What follows belongs to an exercise in optimizing a design on an open flow for a short achievable clock period and few clock cycles; a production flow would make more cautious choices. For this run, only the layout was checked, not whether the RTL still works. No activity file was given, so power comes from the tool's default toggle rates.

### design/flow/run.sh
#!/bin/bash
# synth_recipe.tcl (not shown) runs the flow's synth.tcl, then flattens the netlist and writes it again
# the make line also repeats each setting of config.mk as NAME=value (left out here)
make -C /OpenROAD-flow-scripts/flow DESIGN_CONFIG=/design/flow/config.mk WORK_HOME=/design/flow/orfs CLKGATE_MAP_FILE= SYNTH_SCRIPT=/design/flow/synth_recipe.tcl finish
### design/flow/config.mk
export PLATFORM = sky130hd
export DESIGN_NAME = pxc_decoder
export DESIGN_NICKNAME = pxc_decoder
export VERILOG_FILES = /design/flow/design.v
export SDC_FILE = /design/flow/constraint.sdc
export NUM_CORES = 4
export LEC_CHECK = 0
export ABC_CLOCK_PERIOD_IN_PS = 2500
export CAP_MARGIN = 20
export CORE_MARGIN = 2
export CORE_UTILIZATION = 40
export SETUP_SLACK_MARGIN = 4.0
export SLEW_MARGIN = 20
### design/flow/constraint.sdc
create_clock -name core_clock -period 6.5 [get_ports {clk}]
set_input_delay 1.3000 -clock core_clock [delete_from_list [all_inputs] [get_ports {clk}]]
set_output_delay 1.3000 -clock core_clock [all_outputs]
set_load 0.01 [all_outputs]
### design/flow/design.v
module pxc_decoder (
    input             clk,
    input             rst,
    input             start,
    input      [3:0]  op,
    input      [4:0]  fmt,
    input      [10:0] width,
    input      [10:0] height,
    input      [23:0] in_len,
    output            busy,
    output reg        done,
    output reg [2:0]  sel_codec,
    output reg        sel_ov,
    output reg        sel_lr,
    output reg [1:0]  err,
    output reg [10:0] err_info,
    output reg        w_rsvd,
    output reg        w_dim,
    output reg        w_fmt,
    output reg        w_trunc,
    output reg        w_fallback,
    output reg [31:0] hdr,
    output            in_re,
    output     [21:0] in_addr,
    input      [31:0] in_rdata,
    output            pal_re,
    output     [7:0]  pal_raddr,
    input      [31:0] pal_rdata,
    output reg        pal_we,
    output reg [7:0]  pal_waddr,
    output reg [31:0] pal_wdata,
    output reg        out_we,
    output reg [21:0] out_addr,
    output reg [31:0] out_data
);
    localparam ERR_NONE    = 2'd0;
    localparam ERR_TRUNC   = 2'd1;
    localparam ERR_ILLEGAL = 2'd2;
    localparam C_NONE = 3'd0, C_I1 = 3'd1, C_I2 = 3'd2, C_I4 = 3'd3, C_I8 = 3'd4,
               C_565  = 3'd5, C_888 = 3'd6, C_8888 = 3'd7;
    localparam S_IDLE = 3'd0;    
    localparam S_DEC  = 3'd1;    
    localparam S_HDR  = 3'd2;    
    localparam S_WAIT = 3'd3;    
    localparam S_RES  = 3'd4;    
    localparam S_INIT = 3'd5;    
    localparam S_TC   = 3'd6;    
    localparam S_IX   = 3'd7;    
    reg [2:0]  state;
    reg        busy_r;
    reg [2:0]  wcnt;
    reg [3:0]  op_r;
    reg [4:0]  fmt_r;
    reg [10:0] w_r, h_r;
    reg [23:0] len_r;
    reg [31:0] hdr_new;
    assign busy = busy_r;
    reg [13:0] mp0, mp1, mp2;
    reg [12:0] mp3;
    reg [16:0] ms0;
    reg [15:0] ms1;
    reg [21:0] n_r;
    always @(posedge clk) begin
        mp0 <= ({3'd0, w_r} & {14{h_r[0]}}) + ({2'd0, w_r, 1'b0} & {14{h_r[1]}}) +
               ({1'b0, w_r, 2'b0} & {14{h_r[2]}});
        mp1 <= ({3'd0, w_r} & {14{h_r[3]}}) + ({2'd0, w_r, 1'b0} & {14{h_r[4]}}) +
               ({1'b0, w_r, 2'b0} & {14{h_r[5]}});
        mp2 <= ({3'd0, w_r} & {14{h_r[6]}}) + ({2'd0, w_r, 1'b0} & {14{h_r[7]}}) +
               ({1'b0, w_r, 2'b0} & {14{h_r[8]}});
        mp3 <= ({2'd0, w_r} & {13{h_r[9]}}) + ({1'b0, w_r, 1'b0} & {13{h_r[10]}});
        ms0 <= {3'd0, mp0} + {mp1, 3'd0};
        ms1 <= {3'd0, mp2} + {mp3, 3'd0};
        n_r <= {5'd0, ms0} + {ms1, 6'd0};
    end
    reg  [23:0] pl_r;
    always @(posedge clk)
        pl_r <= (op_r == 4'd10) ? len_r - 24'd4 : len_r;
    function automatic sum_eq;
        input [24:0] a, b, k;
        reg   [24:0] c;
        begin
            c = {(a[23:0] & b[23:0]) | ((a[23:0] ^ b[23:0]) & ~k[23:0]), 1'b0};
            sum_eq = ((a ^ b ^ k) == c);
        end
    endfunction
    reg        eq2, eq3, eq4, n_zero, n_one;
    reg [21:0] nm1;
    reg [19:0] wn1, wn2, wn4, wn8;      
    always @(posedge clk) begin
        eq2    <= ({1'b0, pl_r} == {2'b00, n_r, 1'b0});
        eq4    <= ({1'b0, pl_r} == {1'b0, n_r, 2'b00});
        eq3    <= sum_eq({3'd0, n_r}, {2'd0, n_r, 1'b0}, {1'b0, pl_r});
        n_zero <= (n_r == 22'd0);
        n_one  <= (n_r == 22'd1);
        nm1    <= n_r - 22'd1;
        wn1    <= {3'd0, n_r[21:5]} + {19'd0, n_r[4:0] != 5'd0};
        wn2    <= {2'd0, n_r[21:4]} + {19'd0, n_r[3:0] != 4'd0};
        wn4    <= {1'd0, n_r[21:3]} + {19'd0, n_r[2:0] != 3'd0};
        wn8    <= n_r[21:2] + {19'd0, n_r[1:0] != 2'd0};
    end
    reg [24:0] d_ix0, d_ix2, d_ix4, d_ix16, d_ix256, d_565, d_888, d_8888;
    reg        lt_2, lt_4, lt_16, lt_256;
    always @(posedge clk) begin
        d_ix0   <= {1'b0, pl_r} - 25'd1;
        d_ix2   <= {1'b0, pl_r} - 25'd9;
        d_ix4   <= {1'b0, pl_r} - 25'd17;
        d_ix16  <= {1'b0, pl_r} - 25'd65;
        d_ix256 <= {1'b0, pl_r} - 25'd1025;
        d_565   <= {1'b0, pl_r} - 25'd2;
        d_888   <= {1'b0, pl_r} - 25'd3;
        d_8888  <= {1'b0, pl_r} - 25'd4;
        lt_2    <= (pl_r < 24'd8);
        lt_4    <= (pl_r < 24'd16);
        lt_16   <= (pl_r < 24'd64);
        lt_256  <= (pl_r < 24'd1024);
    end
    wire       fmt_indexed = (fmt_r >= 5'd7) && (fmt_r <= 5'd10);
    reg  [2:0] r_codec;
    reg        r_ov, r_lr, r_fb;
    always @(*) begin
        r_codec = C_565;
        r_ov    = 1'b0;
        r_lr    = 1'b0;
        r_fb    = 1'b0;
        if (op_r == 4'd0) begin
            if (eq2)      r_codec = C_565;
            else if (eq3) r_codec = C_888;
            else begin    r_codec = C_565; r_fb = 1'b1; end
        end else if (op_r <= 4'd7) begin
            r_codec = op_r[2:0];
        end else if (eq2) begin
            r_codec = C_565;
            r_ov    = (fmt_r != 5'd4);
        end else if (eq4) begin
            r_codec = C_8888;
            r_ov    = (fmt_r != 5'd5);
        end else if (fmt_indexed) begin
            r_codec = fmt_r[2:0] - 3'd6;           
        end else if (fmt_r == 5'd4) begin
            if (eq3) r_codec = C_888;
            else begin r_codec = C_565; r_fb = 1'b1; end
        end else if (fmt_r == 5'd5) begin
            r_codec = C_8888;
        end else begin
            r_codec = C_565;
            r_lr    = 1'b1;
            r_fb    = 1'b1;
        end
    end
    reg [2:0]  cod;
    reg        c_ov, c_lr, c_fb;
    wire       cod_ix   = (cod != C_565) && (cod != C_888) && (cod != C_8888);
    wire       pal_need = (op_r[3] && (op_r[1] || op_r[0])) && cod_ix;    
    reg  [5:0]  st_bpp;
    reg  [10:0] st_pbytes;     
    reg         st_lt;         
    reg  [24:0] st_d;          
    reg  [2:0]  st_dlo;
    reg  [10:0] st_pbase;      
    reg  [7:0]  st_kmax;
    reg  [19:0] st_words;      
    always @(*) begin
        case (cod)
            C_I1:    begin st_bpp = 6'd1;  st_pbytes = 11'd8;    st_lt = lt_2;   st_kmax = 8'd1;   st_words = wn1; end
            C_I2:    begin st_bpp = 6'd2;  st_pbytes = 11'd16;   st_lt = lt_4;   st_kmax = 8'd3;   st_words = wn2; end
            C_I4:    begin st_bpp = 6'd4;  st_pbytes = 11'd64;   st_lt = lt_16;  st_kmax = 8'd15;  st_words = wn4; end
            C_I8:    begin st_bpp = 6'd8;  st_pbytes = 11'd1024; st_lt = lt_256; st_kmax = 8'd255; st_words = wn8; end
            C_565:   begin st_bpp = 6'd16; st_pbytes = 11'd0;    st_lt = 1'b0;   st_kmax = 8'd0;   st_words = 20'd0; end
            C_888:   begin st_bpp = 6'd24; st_pbytes = 11'd0;    st_lt = 1'b0;   st_kmax = 8'd0;   st_words = 20'd0; end
            default: begin st_bpp = 6'd32; st_pbytes = 11'd0;    st_lt = 1'b0;   st_kmax = 8'd0;   st_words = 20'd0; end
        endcase
        st_dlo = 3'b111;
        if (!cod_ix) begin
            st_dlo = 3'b000;
            case (cod)
                C_565:   st_d = d_565;
                C_888:   st_d = d_888;
                default: st_d = d_8888;
            endcase
        end else if (!pal_need) begin
            st_d = d_ix0;
        end else begin
            case (cod)
                C_I1:    st_d = d_ix2;
                C_I2:    st_d = d_ix4;
                C_I4:    st_d = d_ix16;
                default: st_d = d_ix256;
            endcase
        end
        case (cod)
            C_I1:    st_pbase = pal_need ? 11'd8    : 11'd0;
            C_I2:    st_pbase = pal_need ? 11'd16   : 11'd0;
            C_I4:    st_pbase = pal_need ? 11'd64   : 11'd0;
            C_I8:    st_pbase = pal_need ? 11'd1024 : 11'd0;
            C_565:   st_pbase = 11'd1;
            C_888:   st_pbase = 11'd2;
            default: st_pbase = 11'd3;
        endcase
        if (op_r == 4'd10) st_pbase[2] = 1'b1;
    end
    reg [26:0] g_p;         
    reg [29:0] g_rem;       
    reg [21:0] g_left;      
    reg        g_last;      
    reg        g_any;       
    reg [5:0]  g_step;
    reg        g_ix;        
    reg        g_565, g_888;
    reg        g_ld;        
    reg [8:0]  g_b0;        
    reg [255:0] vld;        
    reg [7:0]   f_j;        
    reg [8:0]   f_pa;       
    reg [7:0]   f_kmax;
    reg         f_done;
    reg         px_done;    
    reg [21:0]  fa;         
    reg [19:0]  f_left;     
    reg [31:0]  fq0, fq1, fq2, fq3;
    reg [2:0]   fq_n;
    reg         x_v, x_last;
    reg [7:0]   x_idx;
    reg        in_re_r;
    reg [21:0] in_addr_r;
    reg        a_v, a_px, a_hit, a_pres, a_ld, a_fetch, a_end;
    reg [1:0]  a_off;
    reg [7:0]  a_pidx, a_ldi;
    reg        b_v, b_px, b_hit, b_pres, b_ld, b_fetch, b_end;
    reg [1:0]  b_off;
    reg [7:0]  b_pidx, b_ldi;
    reg        c_v, c_px, c_hit, c_pres, c_end;
    reg [1:0]  c_off;
    reg [31:0] cur, prev;
    reg        pal_re_r;
    reg [7:0]  pal_raddr_r;
    reg        d_v, d_px, d_hit, d_pres, d_end;
    reg [31:0] d_win;
    reg [21:0] ocnt;
    assign in_re     = in_re_r;
    assign in_addr   = in_addr_r;
    assign pal_re    = pal_re_r;
    assign pal_raddr = pal_raddr_r;
    wire g_pres = ~g_rem[29];
    wire       x_hit     = !g_ld || vld[x_idx];
    wire       miss      = x_v && !x_hit;
    wire [2:0] fq_occ    = fq_n + {2'd0, a_v && a_fetch} + {2'd0, b_v && b_fetch};
    wire       fetch_ok  = (f_left != 20'd0) && !fq_occ[2];
    wire       f_is_vld  = vld[f_j];
    wire       do_fetch  = !miss && fetch_ok;
    wire       do_fill   = !miss && !fetch_ok && !f_done && !f_is_vld;
    wire       f_step    = !f_done && (f_is_vld || do_fill);
    wire       ix_end    = px_done && f_done;
    reg  [7:0] ibyte;
    reg  [7:0] xidx;
    always @(*) begin
        case (g_p[4:3])
            2'd0:    ibyte = fq0[7:0];
            2'd1:    ibyte = fq0[15:8];
            2'd2:    ibyte = fq0[23:16];
            default: ibyte = fq0[31:24];
        endcase
        case (g_step[3:0])
            4'd1:    xidx = {7'd0, ibyte[3'd7 - g_p[2:0]]};
            4'd2:    case (g_p[2:1])
                         2'd0:    xidx = {6'd0, ibyte[7:6]};
                         2'd1:    xidx = {6'd0, ibyte[5:4]};
                         2'd2:    xidx = {6'd0, ibyte[3:2]};
                         default: xidx = {6'd0, ibyte[1:0]};
                     endcase
            4'd4:    xidx = g_p[2] ? {4'd0, ibyte[3:0]} : {4'd0, ibyte[7:4]};
            default: xidx = ibyte;
        endcase
    end
    wire [5:0] g_p_nx  = {1'b0, g_p[4:0]} + g_step;
    wire       x_go    = (state == S_IX) && g_any && (!g_pres || fq_n != 3'd0);
    wire       x_pop   = x_go && g_pres && g_p_nx[5];
    wire       q_push  = b_v && b_fetch;
    always @(posedge clk) begin
        if (rst) begin
            state      <= S_IDLE;
            busy_r     <= 1'b0;
            done       <= 1'b0;
            sel_codec  <= C_NONE;
            sel_ov     <= 1'b0;
            sel_lr     <= 1'b0;
            err        <= ERR_NONE;
            err_info   <= 11'd0;
            w_rsvd     <= 1'b0;
            w_dim      <= 1'b0;
            w_fmt      <= 1'b0;
            w_trunc    <= 1'b0;
            w_fallback <= 1'b0;
            hdr        <= 32'd0;
            in_re_r    <= 1'b0;
            a_v        <= 1'b0;
            b_v        <= 1'b0;
            c_v        <= 1'b0;
            d_v        <= 1'b0;
            x_v        <= 1'b0;
            g_any      <= 1'b0;
            pal_re_r   <= 1'b0;
            pal_we     <= 1'b0;
            out_we     <= 1'b0;
        end else begin
            done    <= 1'b0;
            in_re_r <= 1'b0;
            a_v     <= 1'b0;
            x_v     <= 1'b0;
            case (state)
                S_IDLE: begin
                    if (!busy_r && start) begin
                        busy_r  <= 1'b1;
                        state   <= S_DEC;
                        in_re_r <= (op == 4'd10);      
                    end
                end
                S_DEC: begin
                    sel_codec  <= C_NONE;
                    sel_ov     <= 1'b0;
                    sel_lr     <= 1'b0;
                    err        <= ERR_NONE;
                    err_info   <= 11'd0;
                    w_rsvd     <= 1'b0;
                    w_dim      <= 1'b0;
                    w_fmt      <= 1'b0;
                    w_trunc    <= 1'b0;
                    w_fallback <= 1'b0;
                    wcnt       <= 3'd2;
                    if (op_r > 4'd10) begin
                        err      <= ERR_ILLEGAL;
                        err_info <= {7'd0, op_r};
                        done     <= 1'b1;
                        busy_r   <= 1'b0;
                        state    <= S_IDLE;
                    end else if (op_r == 4'd10) begin
                        if (len_r < 24'd4) begin
                            err      <= ERR_TRUNC;
                            err_info <= 11'd4;
                            done     <= 1'b1;
                            busy_r   <= 1'b0;
                            state    <= S_IDLE;
                        end else begin
                            state <= S_HDR;
                        end
                    end else begin
                        state <= S_WAIT;
                    end
                end
                S_HDR: begin
                    w_rsvd <= (in_rdata[7:5] != 3'd0);
                    w_dim  <= (in_rdata[20:10] == 11'd0) || (in_rdata[31:21] == 11'd0);
                    w_fmt  <= (in_rdata[4:0] >= 5'd11);
                    wcnt   <= 3'd3;
                    state  <= S_WAIT;
                end
                S_WAIT: begin
                    wcnt <= wcnt - 3'd1;
                    if (wcnt == 3'd0) state <= S_RES;
                end
                S_RES: begin
                    cod   <= r_codec;
                    c_ov  <= r_ov;
                    c_lr  <= r_lr;
                    c_fb  <= r_fb;
                    state <= S_INIT;
                end
                S_INIT: begin
                    sel_codec  <= cod;
                    sel_ov     <= c_ov;
                    sel_lr     <= c_lr;
                    w_fallback <= c_fb;
                    g_p      <= {13'd0, st_pbase, 3'b000};
                    g_rem    <= {{2{st_d[24]}}, st_d, st_dlo};
                    g_left   <= nm1;
                    g_last   <= n_one;
                    g_any    <= cod_ix && !n_zero;
                    g_step   <= st_bpp;
                    g_ix     <= cod_ix;
                    g_565    <= (cod == C_565);
                    g_888    <= (cod == C_888);
                    g_ld     <= pal_need;
                    g_b0     <= {8'd0, op_r == 4'd10};
                    vld      <= 256'd0;
                    f_j      <= 8'd0;
                    f_pa     <= {8'd0, op_r == 4'd10};
                    f_kmax   <= st_kmax;
                    f_done   <= !pal_need;
                    px_done  <= n_zero;
                    fa       <= {11'd0, st_pbase[10:2]};
                    f_left   <= st_words;
                    ocnt     <= 22'd0;
                    if (op_r == 4'd8) begin
                        done   <= 1'b1;
                        busy_r <= 1'b0;
                        state  <= S_IDLE;
                    end else if (pal_need && st_lt) begin
                        err       <= ERR_TRUNC;
                        err_info  <= st_pbytes;
                        sel_codec <= C_NONE;
                        done      <= 1'b1;
                        busy_r    <= 1'b0;
                        state     <= S_IDLE;
                    end else begin
                        if (op_r == 4'd10) hdr <= hdr_new;
                        if (cod_ix) begin
                            state <= S_IX;
                        end else if (!n_zero) begin
                            state <= S_TC;
                        end else begin
                            done   <= 1'b1;
                            busy_r <= 1'b0;
                            state  <= S_IDLE;
                        end
                    end
                end
                S_TC: begin
                    in_re_r <= g_pres;
                    a_v     <= 1'b1;
                    a_px    <= 1'b1;
                    a_hit   <= 1'b0;
                    a_pres  <= g_pres;
                    a_ld    <= 1'b0;
                    a_fetch <= 1'b0;
                    a_end   <= g_last;
                    a_off   <= g_p[4:3];
                    if (!g_pres) w_trunc <= 1'b1;
                    g_p     <= g_p + {21'd0, g_step};
                    g_rem   <= g_rem - {24'd0, g_step};
                    g_left  <= g_left - 22'd1;
                    g_last  <= (g_left == 22'd1);
                    if (g_last) state <= S_IDLE;
                end
                S_IX: begin
                    if (x_go) begin
                        x_v    <= 1'b1;
                        x_idx  <= g_pres ? xidx : 8'd0;
                        x_last <= g_last;
                        if (!g_pres) w_trunc <= 1'b1;
                        g_p    <= g_p + {21'd0, g_step};
                        g_rem  <= g_rem - {24'd0, g_step};
                        g_left <= g_left - 22'd1;
                        g_last <= (g_left == 22'd1);
                        if (g_last) g_any <= 1'b0;
                    end
                    in_re_r <= miss || do_fetch || do_fill;
                    a_v     <= 1'b1;
                    a_px    <= x_v;
                    a_hit   <= x_hit;
                    a_pres  <= 1'b1;
                    a_ld    <= miss || do_fill;
                    a_fetch <= do_fetch;
                    a_end   <= ix_end;
                    if (miss)    vld[x_idx] <= 1'b1;
                    if (do_fill) vld[f_j]   <= 1'b1;
                    if (do_fetch) begin
                        fa     <= fa + 22'd1;
                        f_left <= f_left - 20'd1;
                    end
                    if (f_step) begin
                        f_j  <= f_j + 8'd1;
                        f_pa <= f_pa + 9'd1;
                        if (f_j == f_kmax) f_done <= 1'b1;
                    end
                    if (x_v && x_last) px_done <= 1'b1;
                    if (ix_end) state <= S_IDLE;
                end
                default: state <= S_IDLE;
            endcase
            b_v      <= a_v;
            c_v      <= b_v;
            pal_we   <= b_v && b_ld;
            pal_re_r <= b_v && b_px && b_hit;
            d_v      <= c_v;
            out_we <= d_v && d_px;
            if (d_v && d_px) ocnt <= ocnt + 22'd1;
            if (d_v && d_end) begin
                done   <= 1'b1;
                busy_r <= 1'b0;
            end
            if (state == S_INIT) fq_n <= 3'd0;
            else                 fq_n <= fq_n + {2'd0, q_push} - {2'd0, x_pop};
        end
        if (!busy_r) begin
            op_r  <= op;
            fmt_r <= fmt;
            w_r   <= width;
            h_r   <= height;
            len_r <= in_len;
        end else if (state == S_HDR) begin
            hdr_new <= in_rdata;
            fmt_r   <= in_rdata[4:0];
            w_r     <= in_rdata[20:10];
            h_r     <= in_rdata[31:21];
        end
        if (!busy_r)        in_addr_r <= 22'd0;
        else if (!g_ix)     in_addr_r <= g_p[26:5];
        else if (miss)      in_addr_r <= {14'd0, x_idx} + {13'd0, g_b0};
        else if (fetch_ok)  in_addr_r <= fa;
        else                in_addr_r <= {13'd0, f_pa};
        if (miss) a_ldi <= x_idx;
        else      a_ldi <= f_j;
        a_pidx <= x_idx;
        if (x_pop) begin
            fq0 <= (q_push && fq_n == 3'd1) ? in_rdata : fq1;
            fq1 <= (q_push && fq_n == 3'd2) ? in_rdata : fq2;
            fq2 <= (q_push && fq_n == 3'd3) ? in_rdata : fq3;
            fq3 <= in_rdata;
        end else if (q_push) begin
            if (fq_n == 3'd0) fq0 <= in_rdata;
            if (fq_n == 3'd1) fq1 <= in_rdata;
            if (fq_n == 3'd2) fq2 <= in_rdata;
            if (fq_n == 3'd3) fq3 <= in_rdata;
        end
        b_px    <= a_px;
        b_hit   <= a_hit;
        b_pres  <= a_pres;
        b_ld    <= a_ld;
        b_fetch <= a_fetch;
        b_end   <= a_end;
        b_off   <= a_off;
        b_pidx  <= a_pidx;
        b_ldi   <= a_ldi;
        c_px        <= b_px;
        c_hit       <= b_hit;
        c_pres      <= b_pres;
        c_end       <= b_end;
        c_off       <= b_off;
        cur         <= in_rdata;
        prev        <= cur;
        pal_waddr   <= b_ldi;
        pal_wdata   <= {in_rdata[31:24], in_rdata[7:0], in_rdata[15:8], in_rdata[23:16]};
        pal_raddr_r <= b_pidx;
        d_px   <= c_px;
        d_hit  <= c_hit;
        d_pres <= c_pres;
        d_end  <= c_end;
        d_win  <= win;
        out_addr <= ocnt;
        if (d_hit)        out_data <= pal_rdata;
        else if (!d_pres) out_data <= 32'd0;
        else if (g_565)   out_data <= {8'hFF, d_win[4:0], d_win[4:2], d_win[10:5], d_win[10:9],
                                       d_win[15:11], d_win[15:13]};
        else if (g_888)   out_data <= {8'hFF, d_win[23:0]};
        else              out_data <= d_win;
    end
    reg [31:0] win;
    always @(*) begin
        if (g_ix)
            win = pal_wdata;
        else if (g_565)
            win = c_off[1] ? {16'd0, cur[31:16]} : {16'd0, cur[15:0]};
        else if (g_888)
            case (c_off)
                2'd0:    win = {8'd0, cur[7:0], prev[31:16]};
                2'd1:    win = {8'd0, cur[15:0], prev[31:24]};
                2'd2:    win = {8'd0, cur[23:0]};
                default: win = {8'd0, cur[31:8]};
            endcase
        else
            win = cur;
    end
endmodule
==> summary.txt <==
-- worst min path at each step --
stage                     cells past startpoint              to  startpoint  slack (ns)
final                                         0    pal_waddr[3]    b_ldi[3]        0.32
after global routing                          0        b_ldi[4]    a_ldi[4]        0.33
after CTS                                     0        b_ldi[5]    a_ldi[5]        0.33
after detailed placement                      0  pal_raddr_r[6]   b_pidx[6]        0.31
after global placement                        0          n_r[0]      ms0[0]        0.31
after floorplan                               0        b_ldi[0]    a_ldi[0]        0.31
-- layer usage --
| metal | vias to the layer above | wire, um | GRT usage, % |
|---|---|---|---|
| met1 | 27680 | 96760 | 34.97 |
| met2 | 3348 | 117800 | 44.69 |
| met4 | 6 | 20240 | 17.15 |
| met5 | - | 103 | 0.3056 |
| met3 | 1003 | 24240 | 5.652 |
| li1 | 24220 | - | - |
-- cell families (layout without fill, tap and decap cells) --
kind of cell               count (synthesis)  after routing  synth area share [%]
and+or+nand+nor                         1961           1990                 13.36
DFF                                     1383           1383                 51.14
AOI/OAI and AO/OA                       1109           1111                 11.43
buffers and inverters                    619           1484                 3.970
xor gates and xnor gates                 520            520                 6.756
muxes                                    419            419                 8.239
adders and majority gates                240            240                 5.100
other                                      1             10              0.005563
-- Yosys cell counts, drive strengths merged (56+ instances only) --
master  count  area [um^2]
nand2     891         3347
dfxtp     705        14110
edfxtp    678        20360
xnor2     380         3328
nor2      370         1411
o21ai     314         1583
clkbuf    268         1006
inv       231        867.1
o221ai    215         2046
ha        182         2277
a21oi     174        870.8
mux2i     169         1692
nand3     164        920.9
mux2      157         1768
xor2      140         1226
buf       111        769.5
nor3      108        540.5
a22oi     107        803.3
and2       96        603.1
mux4       93         2095
nor4       59        381.6
fa         58         1161
nor2b      56        350.3
-- repair_timing --
item / in CTS / in global routing
setup endpoints to repair: 1372 / 1091
setup buffers: 386 / 111
pin swaps: 250 / 271
gates cloned: 62 / 30
resized for setup: 2037 / 615
-- power by group through the flow --
stage | clock network, uW | logic (uW) | registers [uW]
floorplan | 0 | 5960 | 11500
global placement | 0 | 7600 | 12300
detailed placement | 0 | 7760 | 12300
CTS | 9240 | 9990 | 12000
global route | 9590 | 12000 | 12200
finish | 9170 | 11100 | 12000
-- layout make-up --
cell class                      count  area (um^2)  area share, %
Timing Repair Buffer              961        11020          12.18
Antenna cell                        6        15.01        0.01660
Clock inverter                     62        822.0         0.9089
Sequential cell                  1383        34830          38.51
Multi-Input combinational cell   4284        35550          39.31
Inverter                          240        965.9          1.068
Timing Repair inverter              1        5.005       0.005534
Clock buffer                      220         4483          4.957
Tap cell                         2204         2758          3.049
-- worst max-delay path, cell delays in order, from the launching register on --
cell,delay (ns)
edfxtp_1,0.41
buf_12,0.21
nor2b_1,0.53
a22oi_1,0.21
nand4_1,0.14
nand3_1,0.19
o32a_4,0.48
o21ai_4,0.22
and2_4,0.22
buf_12,0.14
buf_12,0.16
nand2_8,0.14
o221ai_1,0.26
-- cells in the final DEF, fill, tap and decap left out, drive strengths merged, types with 34 or more instances in the layout --
| cell | synthesis | routed |
|---|---|---|
| clkdlybuf4s50 | 0 | 120 |
| or3 | 34 | 34 |
| xnor2 | 380 | 380 |
| fa | 58 | 58 |
| and2 | 96 | 97 |
| mux2i | 169 | 169 |
| nand3 | 164 | 181 |
| ha | 182 | 182 |
| o221ai | 215 | 215 |
| and3 | 44 | 44 |
| nand2 | 891 | 900 |
| inv | 231 | 229 |
| nor4 | 59 | 59 |
| mux4 | 93 | 93 |
| a22oi | 107 | 107 |
| nor2 | 370 | 371 |
| nand4 | 49 | 49 |
| xor2 | 140 | 140 |
| buf | 111 | 816 |
| clkbuf | 268 | 241 |
| nor3 | 108 | 108 |
| a32oi | 41 | 41 |
| clkinv | 9 | 47 |
| dfxtp | 705 | 705 |
| o22ai | 39 | 39 |
| a21oi | 174 | 175 |
| edfxtp | 678 | 678 |
| o21ai | 314 | 314 |
| nor2b | 56 | 56 |
| mux2 | 157 | 157 |
-- flip-flops by register name, indices dropped and copies added (netlist names), 30 cells and up --
| signal | cells |
|---|---|
| vld | 256 |
| d_win | 32 |
| fq0 | 32 |
| fq1 | 32 |
| fq2 | 32 |
| fq3 | 32 |
| hdr | 32 |
| hdr_new | 32 |
| out_data | 32 |
| cur | 31 |
| g_rem | 30 |
-- per-stage QoR --
| stage | cells | power [uW] | instance area [um^2] | hold slack (ns) |
|---|---|---|---|---|
| floorplan | 6255 | 17410 | 67450 | 0.3096 |
| global placement | 8482 | 19860 | 72440 | 0.3127 |
| detailed placement | 8484 | 20050 | 72480 | 0.3121 |
| CTS | 9214 | 31190 | 86300 | 0.3258 |
| global route | 9358 | 33780 | 90430 | 0.3298 |
| finish | 9361 | 32300 | 90440 | 0.3231 |
==> out/qor.yml <==
synthDistinctLibCells: 92
die_height_um: 414.5
grt_pass1_wl_um: 362000
vias_per_cell: 6.010
coreArea_um2: 167200
cap_violations: 0
drive_gt1_share_pct: 32.83
synth.avg_cell_area_um2: 10.78
status: "no timing/DRC/antenna violations"
rr_worst_depth: 12
r2r_setup_slack_ns: 2.89
synth_seq_cells: 1383
path_class: "reg -> reg"
worst_pin_slew_ns: 1.178
ant_nets: 0
postCtsHoldBufs: 0
first_global_vias: 54100
p_int_uw: 21440
grt_usage_pct: 28.03
synth_cells: 6252
drtPass1Iterations: 6
pwr_density_cell_nw_per_um2: 357.1
finClkSkew_ns: 0.05821
syn-cell-area_um2: 67410
htreeDepth: 4
drc: 0
antenna_found_initial: 7
initialDrtViolationCount: 6878
combPwrFrac_pct: 34.4
overflow: 0
routedWlPerCell_um: 27.68
grt_max_degree: 94
wl_um: 259100
clock_latency_ns: 0.83
synthToLayoutAreaGrowth_pct: 34.16
ys_async_sr_fraction_pct: 0
synth_warnings: 1
power_frac_clock_pct: 28.4
power.share.switching_pct: 33.61
dpl.hpwl_um: 159800
dp_slack_ns: 1.406
worstReg2RegStart: "x_idx[2]"
final_nets: 7387
synth_edf_count: 678
irDropWorstVdd_v: 0.0008244
fp-row-count: 150
relSlewSlack_pct: 21.43
yosys_most_used_dff: "dfxtp_1"
ys_seq_area_share_pct: 51.14
fillerInstances: 13810
rr_endpoint: "vld[226]"
die-width_um: 414.5
finalSetupTns_ns: 0
min_period_ns: 3.614
p_leak_uw: 0.03351
finalCritPeriodShare_pct: 55.59
switchingPower_uw: 10860
die_area_um2: 171800
io_buffers: 302
numCtsBuffers: 154
finalHoldViolations: 0
cts_tree: "done"
cp.arrival_ns: 4.21
fin_util_pct: 54.08
fin_ws_ns: 2.886
setup_viol: 0
drv_slew: 0
cp.required_ns: 7.09
clockBufferDepth: 3
endpoint: "vld[226]"
critPathCaptureType: "flip-flop"
start_util_pct: 40.31
crit_path_start: "x_idx[2]"
clock-root-buffer: "clkbuf_16"
cts_sinks: 1383
hp-class: "reg -> reg"
rsz0062_at_grt: "yes"
io_pins: 307
worstSetupStartpointType: "flip-flop"
via_count: 56260
gp_congestion: 1.017
clk_pin_slew_ns: 0.06
cp_max_fo: 50
max_freq_mhz: 276.7
seqPwrFrac_pct: 37.3

-- separate check: timing with driven ports --
Ports are ideal in the flow. The routed layout listed here was re-timed in OpenROAD. Step 1 assumes that a clkbuf_16 drives the clock port and a buf_2 every other input. Step 2 adds t to the input delays and takes it off the output delays; t is the mean of the earliest and latest rising clock arrival at the registers after step 1. Input paths then give back, and output paths get back, about the clock's delay inside the block. Three values: no drivers, after step 1, after step 2; two values: the first two.
t, ns: 0.883
slack for setup (ns): 2.886 / 2.886 / 2.886
worst setup path after step 2: register to register
worst data-port slew with drivers (ns): 0.07
cell pins on the clock port's net: 1
After both steps setup and hold are still met in this run. The setup slack of this run moves by 0.000 ns with the drivers and by 0.000 ns with both steps.
